Source: an optimization exercise on an open RTL-to-GDS flow (aim: small area). Production flows keep margins and buffers that such runs may drop.
Function was checked by simulation only, so behaviour that the tests miss may differ from the original.
Power is estimated from default activity; no workload was simulated.

## cfc
module cfc (
    input  wire        clk,
    input  wire        rst,             
    input  wire        tx_we,
    input  wire [3:0]  tx_waddr,
    input  wire [15:0] tx_wdata,
    input  wire        start,
    input  wire [3:0]  start_cnt_m1,    
    input  wire [15:0] start_timeout,   
    input  wire        line_in,
    output reg         line_out,
    input  wire        abort_ok,
    input  wire [5:0]  rx_raddr,
    output wire [15:0] rx_rdata,
    output wire        busy,
    output reg         done,
    output reg  [1:0]  outcome,         
    output reg  [5:0]  rx_len,
    output wire        halted,
    output reg  [15:0] perrcnt
);
Size: ~96 I/O pins, roughly 0.021 sq mm of cells after synthesis.
==> flow/config.mk <==
export PLATFORM = sky130hd
export DESIGN_NAME = cfc
export DESIGN_NICKNAME = cfc
export VERILOG_FILES = /design/flow/design.v
export SDC_FILE = /design/flow/constraint.sdc
export NUM_CORES = 4
export LEC_CHECK = 0
export CAP_MARGIN = 0
export CORE_MARGIN = 2
export CORE_UTILIZATION = 40
export SLEW_MARGIN = 0
==> flow/constraint.sdc <==
create_clock -name core_clock -period 10.0 [get_ports {clk}]
set_input_delay 2.0000 -clock core_clock [delete_from_list [all_inputs] [get_ports {clk}]]
set_output_delay 2.0000 -clock core_clock [all_outputs]
set_load 0.01 [all_outputs]
standard.sh (not shown) runs the stock make flow with config.mk's settings and CLKGATE_MAP_FILE= SYNTH_SCRIPT=/design/flow/synth_recipe.tcl, a recipe that flattens the netlist after the stock synthesis.
==> flow/flow/run.sh <==
#!/bin/bash
# Standard ORFS layout (the standard.sh, standard synthesis unchanged) with two changes:
# - ports are buffered with the smallest buffer, sky130_fd_sc_hd__buf_1;
# - clock tree built from clkbuf_8 in small clusters, without dummy loads.
set -euo pipefail
bash standard.sh finish \
  "BUFFER_PORTS_ARGS=-buffer_cell sky130_fd_sc_hd__buf_1" \
  "CTS_ARGS=-sink_clustering_enable -repair_clock_nets -buf_list sky130_fd_sc_hd__clkbuf_8 -sink_clustering_size 20 -sink_clustering_max_diameter 60 -dont_use_dummy_load" \
  > standard_flow.log 2>&1
Change:
--- a/flow/flow/run.sh
+++ b/flow/flow/run.sh
@@ -6,4 +6,4 @@
 bash standard.sh finish \
   "BUFFER_PORTS_ARGS=-buffer_cell sky130_fd_sc_hd__buf_1" \
-  "CTS_ARGS=-sink_clustering_enable -repair_clock_nets -buf_list sky130_fd_sc_hd__clkbuf_8 -sink_clustering_size 20 -sink_clustering_max_diameter 60 -dont_use_dummy_load" \
+  "CTS_ARGS=-sink_clustering_enable -repair_clock_nets -buf_list sky130_fd_sc_hd__clkbuf_8 -sink_clustering_size 18 -sink_clustering_max_diameter 60 -dont_use_dummy_load" \
   > standard_flow.log 2>&1
--- a/flow/config.mk
+++ b/flow/config.mk
@@ -6,6 +6,6 @@
 export NUM_CORES = 4
 export LEC_CHECK = 0
-export CAP_MARGIN = 0
+export CAP_MARGIN = 20
 export CORE_MARGIN = 2
 export CORE_UTILIZATION = 40
-export SLEW_MARGIN = 0
+export SLEW_MARGIN = 20
Effect: The new run completed with no timing, DRC or antenna violations. Worst setup slack is worse by 0.0040 ns. Sequential share of layout area hardly moves. Wire length went up by about 0.44%. Total power rises by 0.31%. Die area is unchanged. Critical path depth is unchanged. Synthesized area does not change.
Change:
--- a/flow/flow/run.sh
+++ b/flow/flow/run.sh
@@ -6,4 +6,4 @@
 bash standard.sh finish \
   "BUFFER_PORTS_ARGS=-buffer_cell sky130_fd_sc_hd__buf_1" \
-  "CTS_ARGS=-sink_clustering_enable -repair_clock_nets -buf_list sky130_fd_sc_hd__clkbuf_8 -sink_clustering_size 18 -sink_clustering_max_diameter 60 -dont_use_dummy_load" \
+  "CTS_ARGS=-sink_clustering_enable -repair_clock_nets -buf_list sky130_fd_sc_hd__clkbuf_4 -sink_clustering_size 10 -sink_clustering_max_diameter 40 -dont_use_dummy_load" \
   > standard_flow.log 2>&1
Area after synthesis does not change.
Non-clock buffer count does not change.
Design area is about the same.
Core utilization barely changes.
Worst setup slack improves by 0.020 ns.
Hold slack degrades by 0.0097 ns.
Change:
--- a/flow/flow/run.sh
+++ b/flow/flow/run.sh
@@ -6,4 +6,4 @@
 bash standard.sh finish \
   "BUFFER_PORTS_ARGS=-buffer_cell sky130_fd_sc_hd__buf_1" \
-  "CTS_ARGS=-sink_clustering_enable -repair_clock_nets -buf_list sky130_fd_sc_hd__clkbuf_4 -sink_clustering_size 10 -sink_clustering_max_diameter 40 -dont_use_dummy_load" \
+  "CTS_ARGS=-sink_clustering_enable -repair_clock_nets -buf_list sky130_fd_sc_hd__clkbuf_16 -sink_clustering_size 30 -sink_clustering_max_diameter 80 -dont_use_dummy_load" \
   > standard_flow.log 2>&1
- die area stays the same
- combinational power barely changes
- power rose by 1.9%
Change:
--- a/flow/flow/run.sh
+++ b/flow/flow/run.sh
@@ -6,4 +6,4 @@
 bash standard.sh finish \
   "BUFFER_PORTS_ARGS=-buffer_cell sky130_fd_sc_hd__buf_1" \
-  "CTS_ARGS=-sink_clustering_enable -repair_clock_nets -buf_list sky130_fd_sc_hd__clkbuf_16 -sink_clustering_size 30 -sink_clustering_max_diameter 80 -dont_use_dummy_load" \
+  "CTS_ARGS=-sink_clustering_enable -repair_clock_nets -buf_list {sky130_fd_sc_hd__clkbuf_4 sky130_fd_sc_hd__clkbuf_8 sky130_fd_sc_hd__clkbuf_16} -sink_clustering_size 20 -sink_clustering_max_diameter 60 -dont_use_dummy_load" \
   > standard_flow.log 2>&1
The changed run went through all stages and came out clean.
Worst hold slack degrades by 0.021 ns.
Non-clock buffer count does not change.
Sequential share of layout area went down by 0.88 points.
Setup slack improves by 0.0031 ns.
Maximum frequency hardly moves.

## separate check: timing with driven ports
How much do the figures lean on ideal ports? The routed layouts below were timed once more, with nothing changed but the port constraints. Step 1, drivers: a clkbuf_16 drives clk and a buf_2 each remaining input, both assumed. Step 2 adds t to the input delays and takes it off the output delays; t is the mean of the earliest and latest rising clock arrival at the registers after step 1. Input paths then give back, and output paths get back, about the clock's delay inside the block. Slacks: no drivers / after step 1 / after step 2; pairs: no drivers / after step 1.
run | shift t [ns] | setup WS [ns] | slew at the worst register clock pin (ns)
the first run | 0.647 | 2.456 / 2.420 / 2.420 | 0.12 / 0.12
the second run | 0.639 | 2.452 / 2.415 / 2.415 | 0.11 / 0.11
the third run | 0.821 | 2.472 / 2.435 / 2.435 | 0.11 / 0.11
the fourth run | 0.624 | 2.442 / 2.404 / 2.404 | 0.11 / 0.11
the fifth run | 0.597 | 2.445 / 2.407 / 2.407 | 0.08 / 0.08
After both steps setup and hold are still met in every run listed.
